What follows belongs to an exercise in optimizing a design on an open flow for small area, a short achievable clock period and few clock cycles per item; a production flow would make more cautious choices. RTL that was checked went through simulation tests only; none was proved equivalent to the original. Power is estimated from default activity; no workload was simulated.

// rm_encoder
module rm_encoder (
    input  wire       clk,
    input  wire       rst,
    input  wire       in_valid,
    input  wire [7:0] in_data,
    input  wire       in_eos,
    output wire       in_ready,
    output wire       out_valid,
    output wire [7:0] out_data,
    output wire       out_last,
    input  wire       out_ready
);
For scale: about 2,500 cells after synthesis, roughly 450 flip-flops.
clock: 11.0 ns
lec_check: 0
cap_margin: 20
core_margin: 2
core_utilization: 40
setup_slack_margin: 5
slew_margin: 20
run.sh (not shown) runs the stock make flow with config.mk's settings and CLKGATE_MAP_FILE= SYNTH_SCRIPT=/design/flow/synth_recipe.tcl, a recipe that flattens the netlist after the stock synthesis.
The first run produced a clean layout.
Edit:
SETUP_SLACK_MARGIN = default   (was 5)
Effect: The new run produced a clean layout; sequential power hardly moves; total power is unchanged; non-clock buffer count stays the same; final cell count is unchanged.
No functional check of the RTL was part of any run of this note.

* * *

Another version of the RTL of rm_encoder (not shown whole).
Size in the first run: about 21,000 um^2 of cells after synthesis.
// rm_encoder
module rm_encoder (
    input  wire       clk,
    input  wire       rst,
    input  wire       in_valid,
    input  wire [7:0] in_data,
    input  wire       in_eos,
    output wire       in_ready,
    output wire       out_valid,
    output wire [7:0] out_data,
    output wire       out_last,
    input  wire       out_ready
);
    localparam [2:0] R_IDLE  = 3'd0,
                     R_COUNT = 3'd1,
                     R_ENTRY = 3'd2,
                     R_LIT   = 3'd3,
                     R_TERM1 = 3'd4,
                     R_TERM2 = 3'd5;
    reg [7:0]  data [0:31];
    reg [31:0] big;            
    reg [31:0] first;          
    reg       rdy;             
    reg [4:0] w;               
    reg       wfull;           
    reg       pend;            
    reg [4:0] pend_pos;
    reg [7:0] cop;             
    reg [2:0] ncand;           
    reg [1:0] term_cnt;        
  ...
clock: 11.0 ns
lec_check: 0
cap_margin: 20
core_margin: 2
core_utilization: 55
cts_buf_list: sky130_fd_sc_hd__clkbuf_8
slew_margin: 20
standard.sh (not shown) runs the stock make flow with config.mk's settings and CLKGATE_MAP_FILE= SYNTH_SCRIPT=/design/flow/synth_recipe.tcl, a recipe that flattens the netlist after the stock synthesis.
==> flow/flow/run.sh <==
#!/bin/bash
bash standard.sh SETUP_SLACK_MARGIN=7 finish > standard.log 2>&1
The starting point passed the timing, DRC and antenna checks.
Testbench counts at the start, summed over its fixed seeds: cycles 40,456, bytes 29,871.
==> next run, changes <==
==> flow/flow/run.sh (replaced) <==
#!/bin/bash
bash standard.sh SETUP_SLACK_MARGIN=7.5 finish > standard.log 2>&1
CORE_UTILIZATION = 40   (was 55)
=> The changed run passed the timing, DRC and antenna checks. Wire length increases by a little under a tenth. Worst hold slack barely changes. Via count increases by a few percent. Area after synthesis stays the same. Design area increases by roughly a tenth. Sequential power barely changes.
==> next run, changes <==
==> flow/flow/run.sh (replaced) <==
#!/bin/bash
bash standard.sh SETUP_SLACK_MARGIN=6.5 finish > standard.log 2>&1
CORE_UTILIZATION = 55   (was 40)
- The changed run ran to the end with no violations
- register-to-register slack degrades by 0.26 ns
- die area falls by a quarter to a third
- clock skew rises by 0.031 ns
- via count falls by a few percent
- combinational power falls by a quarter to a third
==> next run, changes <==
==> flow/flow/run.sh (replaced) <==
#!/bin/bash
bash standard.sh SETUP_SLACK_MARGIN=7 finish > standard.log 2>&1
CORE_UTILIZATION = 40   (was 55)
CTS_BUF_LIST = default   (was sky130_fd_sc_hd__clkbuf_8)
Result: Setup slack improved by 0.23 ns. Total power grows by a little under a tenth. Wire length grows by a few percent. Global-route usage goes down by 8.4 points. First-iteration DRC count went down slightly. Cell area increases by roughly a tenth. Core utilization falls by 13 points. Hold slack barely changes. Sequential cell count stays the same. Final cell count climbs by a little under a tenth. Combinational power grows by roughly a tenth.
==> next run, changes <==
==> flow/flow/run.sh (replaced) <==
#!/bin/bash
bash standard.sh SETUP_SLACK_MARGIN=7 MATCH_CELL_FOOTPRINT=0 finish > standard.log 2>&1
CORE_UTILIZATION = 55   (was 40)
CTS_BUF_LIST = sky130_fd_sc_hd__clkbuf_8   (was default)
The new run finished with timing, DRC and antenna clean; final area came out lower by 3.0%; worst setup slack improved by 0.10 ns; global-route usage came out higher by 11 points.
==> next run, changes <==
==> flow/flow/run.sh (replaced) <==
#!/bin/bash
bash standard.sh SETUP_SLACK_MARGIN=7 finish > standard.log 2>&1
CORE_UTILIZATION = 65   (was 55)
Outcome:
- setup slack got worse by 0.16 ns
- power shrinks slightly
- design area stays flat
- fmax fell by a few percent
- register-to-register slack got worse by 0.16 ns

* * *

rm_encoder, a different RTL version from the one above (not shown whole).
Size: roughly 2100 cells after synthesis, about 380 flip-flops, ~23000 um2 of cells after synthesis.
clock: 11.0 ns
lec_check: 0
cap_margin: 20
core_margin: 2
core_utilization: 40
slew_margin: 20
==> flow/flow/run.sh <==
#!/bin/bash
bash standard.sh SETUP_SLACK_MARGIN=7 finish > standard.log 2>&1
Rerun with:
CTS_BUF_LIST = sky130_fd_sc_hd__clkbuf_8   (was default)
Setup slack is worse by 22 ps. Clock skew is higher by 24 ps. Flip-flop and latch count is unchanged. Synthesized cell count does not change.
No functional check of the RTL was part of any run of this note.

* * *

Setup of build 52:
The RTL this note starts from:
==> flow/design.v <==
module rm_encoder (
    input  wire       clk,
    input  wire       rst,
    input  wire       in_valid,
    input  wire [7:0] in_data,
    input  wire       in_eos,
    output wire       in_ready,
    output wire       out_valid,
    output wire [7:0] out_data,
    output wire       out_last,
    input  wire       out_ready
);
    localparam [2:0] R_IDLE  = 3'd0,
                     R_COUNT = 3'd1,
                     R_ENTRY = 3'd2,
                     R_LIT   = 3'd3,
                     R_TERM1 = 3'd4,
                     R_TERM2 = 3'd5;
    reg [7:0]  data [0:31];
    reg [31:0] big;            
    reg [31:0] first;          
    reg        rdy;            
    reg [4:0]  w;              
    reg        wfull;          
    reg        pend;           
    reg [4:0]  pend_pos;
    reg [7:0]  cop;            
    reg        pend2;          
    reg [4:0]  pos2;
    reg [31:0] peq2;           
    reg [2:0]  ncand;          
    reg [1:0]  term_cnt;       
    reg [2:0] rs;
    reg [4:0] r;               
    reg [2:0] b;               
    reg [7:0] cval;            
    reg [7:0] lval;            
    reg       llit;            
    reg       parity;          
    reg       ov, sv;
    reg [7:0] od, sd;
    reg       ol, sl;
    integer q;
    reg [31:0] eq;
    always @(*)
        for (q = 0; q < 32; q = q + 1)
            eq[q] = (data[q] == cop);
    reg  [31:0] peq;
    always @(*)
        for (q = 0; q < 32; q = q + 1)
            peq[q] = eq[q] & (q < pend_pos);
    function [5:0] th4;
        input [3:0] v;
        begin
            th4[0] = |v;
            th4[1] = (v[0] & v[1]) | (v[0] & v[2]) | (v[0] & v[3]) |
                     (v[1] & v[2]) | (v[1] & v[3]) | (v[2] & v[3]);
            th4[2] = (v[0] & v[1] & v[2]) | (v[0] & v[1] & v[3]) |
                     (v[0] & v[2] & v[3]) | (v[1] & v[2] & v[3]);
            th4[3] = &v;
            th4[5:4] = 2'b00;
        end
    endfunction
    function [5:0] thadd;
        input [5:0] a;
        input [5:0] c;
        reg [6:0] x, y;
        integer i, k;
        begin
            x = {a, 1'b1};
            y = {c, 1'b1};
            for (k = 1; k <= 6; k = k + 1) begin
                thadd[k-1] = 1'b0;
                for (i = 0; i <= k; i = i + 1)
                    thadd[k-1] = thadd[k-1] | (x[i] & y[k-i]);
            end
        end
    endfunction
    wire [5:0] t8_0 = thadd(th4(peq2[3:0]),   th4(peq2[7:4]));
    wire [5:0] t8_1 = thadd(th4(peq2[11:8]),  th4(peq2[15:12]));
    wire [5:0] t8_2 = thadd(th4(peq2[19:16]), th4(peq2[23:20]));
    wire [5:0] t8_3 = thadd(th4(peq2[27:24]), th4(peq2[31:28]));
    wire [5:0] tsum = thadd(thadd(t8_0, t8_1), thadd(t8_2, t8_3));
    wire       new_big   = tsum[4];                 
    wire       new_cand  = tsum[4] & ~tsum[5];      
    wire       new_first = ~|peq2;
    wire [31:0] cand = first & big;
    wire [31:0] pf0 = {cand[30:0], 1'b0};
    wire [31:0] pf1 = pf0 | {pf0[30:0], 1'b0};
    wire [31:0] pf2 = pf1 | {pf1[29:0], 2'b0};
    wire [31:0] pf3 = pf2 | {pf2[27:0], 4'b0};
    wire [31:0] pf4 = pf3 | {pf3[23:0], 8'b0};
    wire [31:0] below = pf4 | {pf4[15:0], 16'b0};
    wire [31:0] sel = cand & ~below;
    wire        more = |cand;    
    reg [31:0] rnext;          
    always @(*)
        for (q = 0; q < 32; q = q + 1)
            rnext[q] = (r == ((q + 31) % 32));
    wire use_sel = ((rs == R_COUNT) && (ncand != 3'd0)) || ((rs == R_ENTRY) && more);
    wire [31:0] msel = use_sel ? sel : (rs == R_LIT) ? rnext : 32'd1;
    reg [7:0] mux_val;
    always @(*) begin
        mux_val = 8'd0;
        for (q = 0; q < 32; q = q + 1)
            mux_val = mux_val | (msel[q] ? data[q] : 8'd0);
    end
    wire lit_next = ~|(((rs == R_LIT) ? rnext : 32'd1) & big);
    wire [2:0] ncand_inc = ncand + 3'd1;
    reg       nv;
    reg [7:0] nd;
    reg       nl;
    always @(*) begin
        nv = 1'b0;
        nd = 8'h00;
        nl = 1'b0;
        case (rs)
            R_COUNT: begin nv = 1'b1; nd = {5'd0, ncand}; end
            R_ENTRY: begin
                nv = 1'b1;
                case (b)
                    3'd0:    nd = cval;
                    3'd1:    nd = {eq[0], eq[1], eq[2], eq[3], eq[4], eq[5], eq[6], eq[7]};
                    3'd2:    nd = {eq[8], eq[9], eq[10], eq[11], eq[12], eq[13], eq[14], eq[15]};
                    3'd3:    nd = {eq[16], eq[17], eq[18], eq[19], eq[20], eq[21], eq[22], eq[23]};
                    default: nd = {eq[24], eq[25], eq[26], eq[27], eq[28], eq[29], eq[30], eq[31]};
                endcase
            end
            R_LIT:   begin nv = llit; nd = lval; end
            R_TERM1: begin nv = 1'b1; nd = 8'hFF; nl = ~parity; end
            R_TERM2: begin nv = 1'b1; nd = 8'hFF; nl = 1'b1; end
            default: ;
        endcase
    end
    wire produce = ~sv;                
    wire adv     = produce | ~nv;      
    assign in_ready = rdy;
    wire in_fire  = in_valid && rdy;
    wire wr_byte  = in_fire && !in_eos;
    wire eos_fire = in_fire && in_eos;
    wire fill     = wr_byte && (w == 5'd31);    
    wire tdone = produce && ((rs == R_TERM1 && !parity) || rs == R_TERM2);
    wire [1:0] terms_left = term_cnt - {1'b0, tdone};
    wire [2:0] next_job = (terms_left != 2'd0) ? R_TERM1 :
                          (wfull && !pend)     ? R_COUNT : R_IDLE;
    wire last_entry = (rs == R_ENTRY) && produce && (b == 3'd4) && !more;
    reg [2:0] rs_n;
    reg [4:0] r_n;
    always @(*) begin
        rs_n = rs;
        r_n  = r;
        case (rs)
            R_IDLE:  rs_n = next_job;
            R_COUNT: if (produce) begin
                r_n  = 5'd0;
                rs_n = (ncand == 3'd0) ? R_LIT : R_ENTRY;
            end
            R_ENTRY: if (last_entry)
                rs_n = R_LIT;
            R_LIT: if (adv) begin
                r_n = r + 5'd1;
                if (r == 5'd31)
                    rs_n = next_job;
            end
            R_TERM1: if (produce)
                rs_n = parity ? R_TERM2 : next_job;
            R_TERM2: if (produce)
                rs_n = next_job;
            default: rs_n = R_IDLE;
        endcase
    end
    wire       take       = (rs_n == R_COUNT) && (rs != R_COUNT);
    wire [4:0] w_n        = eos_fire ? 5'd0 : wr_byte ? w + 5'd1 : w;
    wire [1:0] term_cnt_n = term_cnt + {1'b0, eos_fire} - {1'b0, tdone};
    wire       sv_n       = ov && !out_ready && (sv || nv);
    wire last_lit = (rs == R_LIT) && adv && (r == 5'd31);
    wire rdy_n = !fill && !wfull && !term_cnt[1] &&
                 ((rs == R_IDLE) || (rs == R_TERM1) || (rs == R_TERM2) || last_lit ||
                  ((rs == R_LIT) && ((w_n != r_n) || !sv_n)) ||
                  (last_entry && !sv_n));
    assign out_valid = ov;
    assign out_data  = od;
    assign out_last  = ol;
    integer p;
    always @(posedge clk) begin
        for (p = 0; p < 32; p = p + 1)
            if (rdy && w == p)
                data[p] <= in_data;
    end
    always @(posedge clk) begin
        for (p = 0; p < 32; p = p + 1) begin
            if (pend2 && pos2 == p) begin
                big[p]   <= new_big;
                first[p] <= new_first;
            end else begin
                if (pend2 && peq2[p] && new_cand)
                    big[p] <= 1'b1;
                if (rs == R_ENTRY && b == 3'd0 && produce && sel[p])
                    first[p] <= 1'b0;
            end
        end
    end
    always @(posedge clk) begin
        if (rst) begin
            rdy      <= 1'b0;
            w        <= 5'd0;
            wfull    <= 1'b0;
            pend     <= 1'b0;
            pend2    <= 1'b0;
            term_cnt <= 2'd0;
            rs       <= R_IDLE;
            parity   <= 1'b0;
            ov       <= 1'b0;
            sv       <= 1'b0;
        end else begin
            rdy      <= rdy_n;
            w        <= w_n;
            wfull    <= (wfull || fill) && !take;
            term_cnt <= term_cnt_n;
            rs       <= rs_n;
            pend     <= wr_byte;
            pend2    <= pend;
            if (!ov || out_ready)
                ov <= sv || nv;
            sv <= sv_n;
            if (produce && nv)
                parity <= ~parity;
            if ((rs == R_TERM1 || rs == R_TERM2) && tdone)
                parity <= 1'b0;
        end
    end
    always @(posedge clk) begin
        r    <= r_n;
        pos2 <= pend_pos;
        peq2 <= peq;
        if (wr_byte) begin
            pend_pos <= w;
            cop      <= in_data;
        end
        if (pend2) begin
            if (pos2 == 5'd0)
                ncand <= 3'd0;
            else if (new_cand)
                ncand <= ncand_inc;
        end
        if (!ov || out_ready) begin
            if (sv) begin
                od <= sd; ol <= sl;
            end else begin
                od <= nd; ol <= nl;
            end
        end else if (produce && nv) begin
            sd <= nd; sl <= nl;
        end
        if (use_sel)
            cval <= mux_val;
        if (rs != R_LIT || adv) begin
            lval <= mux_val;
            llit <= lit_next;
        end
        if (rs == R_COUNT && produce)
            b <= 3'd0;
        if (rs == R_ENTRY && produce) begin
            if (b == 3'd0)
                cop <= cval;
            b <= (b == 3'd4) ? 3'd0 : b + 3'd1;
        end
    end
endmodule
==> flow/config.mk <==
export PLATFORM = sky130hd
export DESIGN_NAME = rm_encoder
export DESIGN_NICKNAME = rm_encoder
export VERILOG_FILES = /design/flow/design.v
export SDC_FILE = /design/flow/constraint.sdc
export NUM_CORES = 4
export LEC_CHECK = 0
export CAP_MARGIN = 20
export CORE_MARGIN = 2
export CORE_UTILIZATION = 55
export CTS_BUF_LIST = sky130_fd_sc_hd__clkbuf_8
export SLEW_MARGIN = 20
==> flow/constraint.sdc <==
create_clock -name core_clock -period 11.0 [get_ports {clk}]
set_input_delay 2.2000 -clock core_clock [delete_from_list [all_inputs] [get_ports {clk}]]
set_output_delay 2.2000 -clock core_clock [all_outputs]
set_load 0.01 [all_outputs]
==> flow/flow/run.sh <==
#!/bin/bash
bash standard.sh SETUP_SLACK_MARGIN=7.6 MATCH_CELL_FOOTPRINT=0 finish > standard.log 2>&1
Build 52: no failed stages, no open violations at the end
Testbench counts of build 52, summed over its fixed seeds: cycles 41,344, bytes 29,871.
#### Input delta (build 61 over build 52)
==> flow/flow/run.sh <==
#!/bin/bash
bash standard.sh SETUP_SLACK_MARGIN=7 MATCH_CELL_FOOTPRINT=0 finish > standard.log 2>&1
Results
- Build 61 against build 52: count of clock-buffer cells in the layout ~0 delta; number of detailed-routing iterations run before antenna repair decreased by 1 relative to the old numbers; utilization went down; first-pass GRT wire length lost 0.59%; total standard cell area after synthesis neither gained nor lost much.
- Per the comparison of build 61 with build 52, final non-filler cell area -about 4.7%; highest net fanout along the worst path -19.
Modified inputs, build 4 compared to build 61
==> flow/flow/run.sh <==
#!/bin/bash
bash standard.sh SETUP_SLACK_MARGIN=7 finish > standard.log 2>&1
## What came out
Between build 4 and build 61, the relative area of clock buffers and inverters in the final design does not differ in any meaningful way. As far as initial core utilization goes, build 61 and build 4 are indistinguishable; the numbers are identical. As far as post-layout utilization of the core is concerned, build 61 and build 4 perform about the same. Summary of build 4 over build 61: via count of the routed design closely matched the old numbers, final cell area excluding filler cells shows no meaningful change, total length of routed wires dropped 0.64%, maximum operating frequency dropped 11 MHz, total power neither gained nor lost much.
--- input diff build 4..build 7 ---
==> flow/flow/run.sh <==
#!/bin/bash
bash standard.sh SETUP_SLACK_MARGIN=7.3 MATCH_CELL_FOOTPRINT=0 finish > standard.log 2>&1
[summary]
Going from build 4 to build 7, total via count in the routed design higher, power dissipated in sequential cells comparable, share of cell area taken by flip-flops and latches decreased 0.85 points. Of the two values seen for worst-path cell with the longest stage delay, o22ai_1 was produced by build 4 and nor4_1 by build 7.

==> port drivers added, routing unchanged <==
The flow's constraints put no driver on any port. The routed layouts listed below were extracted and timed again, unchanged, in two steps. Step 1 (the two cells are an assumption about what drives the block):
set clk [get_ports {clk}]
set_driving_cell -lib_cell sky130_fd_sc_hd__clkbuf_16 $clk
set_driving_cell -lib_cell sky130_fd_sc_hd__buf_2 [delete_from_list [all_inputs] $clk]
Step 2, shift: input delay + t, output delay - t, t = (earliest + latest rising clock arrival at the registers) / 2. This alone moves slack from input paths to output paths. a / b / c = ideal ports / drivers / drivers and shift; a / b = the first two.
run | t, ns | setup slack, ns | worst setup path after step 2 | latest minus earliest clock arrival (ns) | worst register clock-pin slew, ns
the first run of note 1 | 0.690 | 5.751 / 5.751 / 5.751 | register to register | 0.055 / 0.055 | 0.07 / 0.07
the second run of note 1 | 0.690 | 5.751 / 5.751 / 5.751 | register to register | 0.055 / 0.055 | 0.07 / 0.07
the first run of note 2 | 0.742 | 6.800 / 6.800 / 6.382 | input to register | 0.067 / 0.067 | 0.07 / 0.07
the second run of note 2 | 0.711 | 6.744 / 6.744 / 6.744 | register to register | 0.045 / 0.046 | 0.07 / 0.07
the third run of note 2 | 0.726 | 6.488 / 6.488 / 6.292 | input to register | 0.061 / 0.061 | 0.07 / 0.07
the fourth run of note 2 | 0.633 | 6.719 / 6.719 / 6.553 | input to register | 0.026 / 0.025 | 0.07 / 0.07
the fifth run of note 2 | 0.728 | 6.820 / 6.820 / 6.422 | input to register | 0.063 / 0.063 | 0.07 / 0.07
the sixth run of note 2 | 0.734 | 6.664 / 6.664 / 6.484 | input to register | 0.051 / 0.051 | 0.08 / 0.08
the first run of note 3 | 0.651 | 6.553 / 6.553 / 6.553 | register to register | 0.020 / 0.020 | 0.07 / 0.07
the second run of note 3 | 0.717 | 6.531 / 6.531 / 6.466 | input to register | 0.044 / 0.044 | 0.07 / 0.07
build 52 | 0.724 | 7.444 / 7.444 / 7.086 | input to register | 0.051 / 0.050 | 0.07 / 0.07
build 61 | 0.714 | 7.077 / 7.025 / 6.506 | input to register | 0.036 / 0.035 | 0.07 / 0.07
build 4 | 0.714 | 6.903 / 6.903 / 6.509 | input to register | 0.039 / 0.038 | 0.07 / 0.07
build 7 | 0.714 | 7.263 / 7.263 / 6.764 | input to register | 0.040 / 0.039 | 0.07 / 0.07
After both steps every run listed still meets setup and hold. For build 61, which loses most, drivers alone change the setup slack by -0.052 ns; drivers and shift together by -0.571 ns.
